Source: an optimization exercise on an open RTL-to-GDS flow (aim: small area). Production flows keep margins and buffers that such runs may drop. No functional check of the RTL was part of this run.

## design/flow/design.v

```verilog
module mansos_demod (
    input  wire        clk,
    input  wire        rst,           
    input  wire        start,         
    output wire        raw_re,        
    output wire [7:0]  raw_addr,
    input  wire [7:0]  raw_rdata,
    output wire        busy,
    output reg         done,          
    output reg  [2:0]  result,
    output wire [1:0]  halt_state,
    output wire [3:0]  bit_len,
    output wire [6:0]  bit_count,
    output reg         over,          
    output reg  [3:0]  nbytes,
    output reg  [63:0] frame_out
);
    localparam integer RAW_CAP     = 192;
    localparam integer MAX_BITS    = 80;
    localparam integer FRAME_SIZE  = 8;
    localparam integer NOMINAL_L   = 8;
    localparam integer DELIM_LEN   = 4;
    localparam integer EDGE_MIN    = 3;
    localparam integer MIN_DIST    = 16;
    localparam integer L_MAX       = 10;
    localparam integer MAN_GROUP   = 6;
    localparam [1:0] S_PRE = 2'd0, S_DELIM = 2'd1, S_DATA = 2'd2;
    localparam [2:0] R_NONE = 3'd0, R_VALID = 3'd1, R_EXHAUSTED = 3'd2,
                     R_BAD_DELIM = 3'd3, R_LENGTH = 3'd5, R_CHECKSUM = 3'd6;
    localparam [1:0] P_IDLE = 2'd0, P_STEP = 2'd1, P_UNPACK = 2'd2, P_VALIDATE = 2'd3;
    reg [1:0]  phase;
    reg [31:0] win;
    reg [4:0]  wr, rd;
    reg [7:0]  raw_idx;
    reg [3:0]  L;
    reg [1:0]  state;
    reg        pol, locked;
    reg [3:0]  cnt;
    reg [4:0]  delim_start;
    reg [MAX_BITS-1:0] acc;
    reg [6:0]  bit_idx;
    assign busy       = (phase != P_IDLE);
    assign halt_state = state;
    assign bit_len    = L;
    assign bit_count  = bit_idx;
    wire [63:0] win2 = {win, win};
    wire [31:0] rot  = win2 >> rd;
    wire [4:0] avail = wr - rd;
    reg  [4:0] need;
    always @* begin
        case (state)
            S_PRE:   need = {1'b0, L};
            S_DELIM: need = {1'b0, L} + 5'd2 + L_MAX;
            default: need = {L, 1'b0} + 5'd2;      
        endcase
    end
    wire enough = (avail >= need);
    assign raw_re   = (phase == P_STEP) && !enough && (raw_idx < RAW_CAP);
    assign raw_addr = raw_idx;
    reg [3:0] ones;
    integer k;
    always @* begin
        ones = 4'd0;
        for (k = 0; k < L_MAX; k = k + 1)
            if (k < L) ones = ones + {3'd0, rot[k]};
    end
    wire [3:0] maj  = (L + 4'd1) >> 1;
    wire       vote = (ones >= maj);
    reg [2:0] grp_a, grp_b;
    always @* begin
        grp_a = 3'd0;
        grp_b = 3'd0;
        for (k = 0; k < MAN_GROUP; k = k + 1) begin
            grp_a = grp_a + {2'd0, rot[k]};
            grp_b = grp_b + {2'd0, rot[L + k]};
        end
    end
    wire man_v    = (grp_a > grp_b);
    wire man_over = ((grp_a == MAN_GROUP) && (grp_b == MAN_GROUP)) ||
                    ((grp_a == 3'd0) && (grp_b == 3'd0));
    wire epol = (state == S_DATA) ? man_v : pol;
    reg [2:0] score [0:4];
    reg [2:0] best_s;
    reg [2:0] best_j;
    integer j;
    always @* begin
        for (j = 0; j < 5; j = j + 1) begin
            score[j] = {2'd0, rot[L + j - 4] == epol}
                     + {2'd0, rot[L + j - 3] == epol}
                     + {2'd0, rot[L + j - 2] != epol}
                     + {2'd0, rot[L + j - 1] != epol};
        end
        best_s = score[0];
        best_j = 3'd0;
        for (j = 1; j < 5; j = j + 1) begin
            if (score[j] > best_s) begin
                best_s = score[j];
                best_j = j[2:0];
            end
        end
    end
    wire [4:0] rd_edge = rd + {1'b0, L} + {2'd0, best_j} - 5'd2;
    wire [4:0] dist5  = rd_edge - delim_start;
    wire [5:0] dist6   = (dist5 < MIN_DIST) ? {1'b0, dist5} + 6'd32 : {1'b0, dist5};
    wire [5:0] new_l  = dist6 / DELIM_LEN;
    wire       len_ok = (new_l >= 6'd1) && (new_l <= L_MAX);
    wire [4:0] rd_man = rd + {L, 1'b0} + {2'd0, best_j} - 5'd2;
    reg [7:0]  fbyte [0:FRAME_SIZE-1];
    reg [15:0] crc;
    integer b, i;
    always @* begin
        for (b = 0; b < FRAME_SIZE; b = b + 1)
            for (i = 0; i < 8; i = i + 1)
                fbyte[b][7-i] = acc[8*b + i];
        crc = 16'h0000;
        for (b = 0; b < FRAME_SIZE - 2; b = b + 1) begin
            crc = crc ^ {8'd0, fbyte[b]};
            for (i = 0; i < 8; i = i + 1)
                crc = crc[0] ? ((crc >> 1) ^ 16'h8408) : (crc >> 1);
        end
    end
    wire [3:0]  nb_calc   = bit_idx[6:3];
    wire [15:0] crc_field = {fbyte[FRAME_SIZE-1], fbyte[FRAME_SIZE-2]};
    always @(posedge clk) begin
        done   <= 1'b0;
        if (rst) begin
            phase       <= P_IDLE;
            result      <= R_NONE;
            nbytes      <= 4'd0;
            win         <= 32'd0;
            wr          <= 5'd0;
            rd          <= 5'd0;
            raw_idx     <= 8'd0;
            L           <= NOMINAL_L;
            state       <= S_PRE;
            pol         <= 1'b1;
            locked      <= 1'b0;
            cnt         <= 4'd0;
            delim_start <= 5'd0;
            acc         <= {MAX_BITS{1'b0}};
            bit_idx     <= 7'd0;
            over        <= 1'b0;
        end else begin
            case (phase)
            P_IDLE: begin
                if (start) begin
                    phase       <= P_STEP;
                    result      <= R_NONE;
                    nbytes      <= 4'd0;
                    win         <= 32'd0;
                    wr          <= 5'd0;
                    rd          <= 5'd0;
                    raw_idx     <= 8'd0;
                    L           <= NOMINAL_L;
                    state       <= S_PRE;
                    pol         <= 1'b1;
                    locked      <= 1'b0;
                    cnt         <= 4'd0;
                    delim_start <= 5'd0;
                    acc         <= {MAX_BITS{1'b0}};
                    bit_idx     <= 7'd0;
                    over        <= 1'b0;
                end
            end
            P_STEP: begin
                if (!enough) begin
                    if (raw_idx < RAW_CAP) begin
                        phase <= P_UNPACK;
                    end else begin
                        result <= R_EXHAUSTED;
                        phase  <= P_IDLE;
                        done   <= 1'b1;
                    end
                end else begin
                    case (state)
                    S_PRE: begin
                        if (vote) begin
                            state  <= S_DELIM;
                            pol    <= 1'b1;
                            locked <= 1'b0;
                            cnt    <= 4'd0;
                        end else begin
                            rd <= rd + {1'b0, L};
                        end
                    end
                    S_DELIM: begin
                        if (best_s >= EDGE_MIN) begin
                            rd  <= rd_edge;
                            pol <= ~pol;
                            if (!locked) begin
                                locked      <= 1'b1;
                                delim_start <= rd_edge;
                            end else begin
                                cnt <= cnt + 4'd1;
                                if (cnt + 4'd1 == DELIM_LEN) begin
                                    if (!len_ok) begin
                                        result <= R_BAD_DELIM;
                                        phase  <= P_IDLE;
                                        done   <= 1'b1;
                                    end else begin
                                        L        <= new_l[3:0];
                                        rd       <= rd_edge + new_l[4:0];
                                        state    <= S_DATA;
                                        bit_idx  <= 7'd0;
                                    end
                                end
                            end
                        end else if (!locked) begin
                            rd <= rd + 5'd1;
                        end else begin
                            result <= R_BAD_DELIM;
                            phase  <= P_IDLE;
                            done   <= 1'b1;
                        end
                    end
                    default: begin   
                        over <= man_over;
                        if (man_over) begin
                            phase <= P_VALIDATE;             
                        end else begin
                            rd           <= rd_man;
                            acc[bit_idx] <= man_v;
                            bit_idx      <= bit_idx + 7'd1;
                            if (bit_idx + 7'd1 >= MAX_BITS)
                                phase <= P_VALIDATE;
                        end
                    end
                    endcase
                end
            end
            P_UNPACK: begin
                win[wr +: 8] <= raw_rdata;
                wr           <= wr + 5'd8;
                raw_idx      <= raw_idx + 8'd1;
                phase        <= P_STEP;
            end
            P_VALIDATE: begin
                nbytes <= nb_calc;
                phase  <= P_IDLE;
                done   <= 1'b1;
                if (nb_calc != FRAME_SIZE) begin
                    result <= R_LENGTH;
                end else if (crc != crc_field) begin
                    result <= R_CHECKSUM;
                end else begin
                    result <= R_VALID;
                    for (b = 0; b < FRAME_SIZE; b = b + 1)
                        frame_out[8*b +: 8] <= fbyte[b];
                end
            end
            endcase
        end
    end
endmodule
```

## design/flow/run.sh

```bash
#!/bin/bash
# synth_recipe.tcl (not shown) runs the flow's synth.tcl, then flattens the netlist and writes it again
# the make line also repeats each setting of config.mk as NAME=value (left out here)
make -C /OpenROAD-flow-scripts/flow DESIGN_CONFIG=/design/flow/config.mk WORK_HOME=/design/flow/orfs CLKGATE_MAP_FILE= SYNTH_SCRIPT=/design/flow/synth_recipe.tcl finish
```

## design/flow/config.mk

```make
export PLATFORM = sky130hd
export DESIGN_NAME = mansos_demod
export DESIGN_NICKNAME = mansos_demod
export VERILOG_FILES = /design/flow/design.v
export SDC_FILE = /design/flow/constraint.sdc
export NUM_CORES = 4
export LEC_CHECK = 0
export CAP_MARGIN = 20
export CORE_MARGIN = 2
export CORE_UTILIZATION = 40
export SLEW_MARGIN = 20
```

## design/flow/constraint.sdc

```tcl
create_clock -name core_clock -period 18.0 [get_ports {clk}]
set_input_delay 3.6000 -clock core_clock [delete_from_list [all_inputs] [get_ports {clk}]]
set_output_delay 3.6000 -clock core_clock [all_outputs]
set_load 0.01 [all_outputs]
```

==> run notes <==
metal layers:
layer	global-route usage (%)	routed length (um)
met2	37.1	27100
met3	3.19	4280
met5	0	0
met4	4.74	924
met1	35.3	28600
area by class of cell:
cell class	instances	area share [%]
clock inverter	10	0.478
tap	615	3.59
inverter	89	1.56
multi-input combinational	1725	62.6
sequential	210	22.6
clock buffer	34	3.07
timing repair buffer	138	6.06
state kept, by name, indices dropped and copies added, names as in the netlist:
signal,cells
phase,2
wr,2
acc,64
raw_idx,8
pol,1
L,4
over,1
frame_out,64
nbytes,4
bit_idx,7
result,3
cnt,4
delim_start,5
done,1
rd,5
win,32
state,2
locked,1
through the flow:
step	instances	worst slack, ns
2_1_floorplan	2157	3.25
3_3_place_gp	2776	1.47
3_5_place_dp	2776	0.783
4_1_cts	2820	0.772
5_1_grt	2821	0.0691
6_report	2821	1.26
critical path, delay by kind of cell, from the launching register on:
kind                     cells  cell delay [ns]
multiplexers                 5             1.57
AO/OA/AOI/OAI               22             4.81
adder cells (fa/ha/maj)     17             6.05
buffers and inverters        7             0.89
XOR/XNOR                     3             0.69
flip-flops                   1             0.77
AND/OR/NAND/NOR             14             1.78
cells by family (layout without fill, tap and decap cells):
family                   Yosys count  after routing
buffers and inverters            222            271
AND/OR/NAND/NOR                  624            624
multiplexers                     215            215
adder cells (fa/ha/maj)          137            137
flip-flops                       210            210
XOR/XNOR                         218            218
AO/OA/AOI/OAI                    531            531
timing repair:
action                                  CTS  global route
resized for setup                         0             5
endpoints found under the hold margin     0             0
endpoints found under the setup margin    0            23
final timing paths:
kind | slack [ns] | depth (start not counted) | startpoint | endpoint
setup reg to reg | 1.26 | 68 | rd[3]$_SDFFE_PP0P_ | rd[3]$_SDFFE_PP0P_
setup / recovery | 1.26 | 68 | rd[3]$_SDFFE_PP0P_ | rd[3]$_SDFFE_PP0P_
hold reg to reg | 0.45 | 2 | delim_start[1]$_SDFFE_PP0P_ | delim_start[1]$_SDFFE_PP0P_
hold / removal | 0.45 | 2 | delim_start[1]$_SDFFE_PP0P_ | delim_start[1]$_SDFFE_PP0P_
cell usage after synthesis, types with 20 or more instances:
master and count:
a21oi_1 223, clkbuf_1 100, dfxtp_1 146, edfxtp_1 64, ha_1 119, inv_1 85, mux2_2 69, mux2i_1 86
mux4_2 60, nand2_1 246, nand2b_1 20, nand3_1 61, nor2_1 160, nor2b_1 22, nor3_1 30, o21ai_0 141
xnor2_1 116, xnor3_1 35, xor2_1 51
==> results.cfg <==
[synth]
avgSynthCellArea_um2 = 8.85
synth_flop_cell = dfxtp_1
synthMuxAreaShare_pct = 15.7
synth.top_cell.area_share_pct = 15.3
synth-compound-area-share_pct = 16.4
syn_nets = 2304
yosys.area_share.simple_pct = 14.8
synthAdderAreaFrac_pct = 9.63
async_flop_share_pct = 0
syn_inst = 2157
synth-seq-cells = 210
synth_area_leaders = dfxtp_1, edfxtp_1, ha_1
synthXorXnorAreaFrac_pct = 13.7
ys_seq_area_share_pct = 25.4
synth_top_family_by_area = compound AO/OA/AOI/OAI gates
yosys_warnings = 3
syn_area_um2 = 19100
synth_area_leader_cell = dfxtp_1
synthDistinctLibCells = 80
synth_edf_count = 64

[sta]
finalSetupViolations = 0
fin_skew_ns = 0.0387
setup_tns_ns = 0
hold_ws_ns = 0.453
relSlewSlack_pct = 19.5
rsz0062_at_grt = false
fin_crit_sh_pct = 93.0
tightest_slew_ns = 1.21
hold_viol = 0
fmax_mhz = 59.7
fin_crit_ns = 16.74
finalMaxSlewViolations = 0

[finish]
final_area_um2 = 21400
final_cell_mix = nand2_1, a21oi_1, nor2_1
area_growth_pct = 12.3
nets = 2335
final_common_cell = nand2_1
multi_input_area_um2 = 13400
antenna_cells = 0
drive_gt1_share_pct = 10.7
regArea_um2 = 4850
utilization_pct = 45.2
fill_cells = 4685

[critical_path]
cp-end-kind = flip-flop
cp.required_ns = 18.38
worstPathArrival_ns = 17.13
startpoint_type = flip-flop
crit_path_max_incr_delay_ns = 0.77
cp_common_cell = ha_1
crit_fanout = 27
worstSetupPathType = reg -> reg
crit_slowest_cell = dfxtp_1

[routing]
vias_per_cell = 5.94
drc = 0
vias = 16700
drt-wirelength-per-cell_um = 21.6
totalWireLength_um = 60900
drt_iter0_markers = 1626
ant_nets = 0
drtPass1Iterations = 7

[floorplanning]
dieArea_um2 = 49500
fp-row-count = 80
initial_utilization_pct = 40.2
die_w_um = 222
core_area_um2 = 47400
fp.dieH_um = 222
io_pins = 107

[placement]
gp_congestion = 0.945
port_buffers = 106
dp_hpwl_um = 45700
placed_cell_area_um2 = 20700

[clock_tree]
htreeDepth = 1
cts_made_buffers = 24
clockBufferDepth = 3
post_cts_buffers = 0
insertion_delay_ns = 0.56
postCtsHoldBufs = 0
clk_pin_slew_ns = 0.06
clock_sinks = 210
cts_tree = done
root_buffer = clkbuf_16

[grt]
grt_pass1_vias = 15700
grt_max_degree = 71
grt_pass1_wl_um = 93500
overflow = 0
track_usage_pct = 23.8
antenna_found_initial = 0

[status]
status = no timing/DRC/antenna violations

[flow_run]
drv_cap = 0

[min_path]
hold_class = reg -> reg

[static timing again, ports no longer ideal]
In the flow no input, the clock included, has a driving cell. The finished layout below was timed again as built, in two steps. Step 1, drivers: a clkbuf_16 drives clk and a buf_2 each remaining input, both assumed. Step 2, shift: input delay + t, output delay - t, t = (earliest + latest rising clock arrival at the registers) / 2. This alone moves slack from input paths to output paths. Slacks: ideal ports / drivers / drivers and shift; pairs: ideal ports / drivers.
t, ns: 0.593
setup WS [ns]: 1.258 / 1.258 / 1.258
hold WS [ns]: 0.453 / 0.453 / 0.453
worst setup path after step 2: register to register
worst data-port slew with drivers (ns): 0.05
After both steps this run still meets setup and hold. The setup slack of this run moves by 0.000 ns with the drivers and by 0.000 ns with both steps.
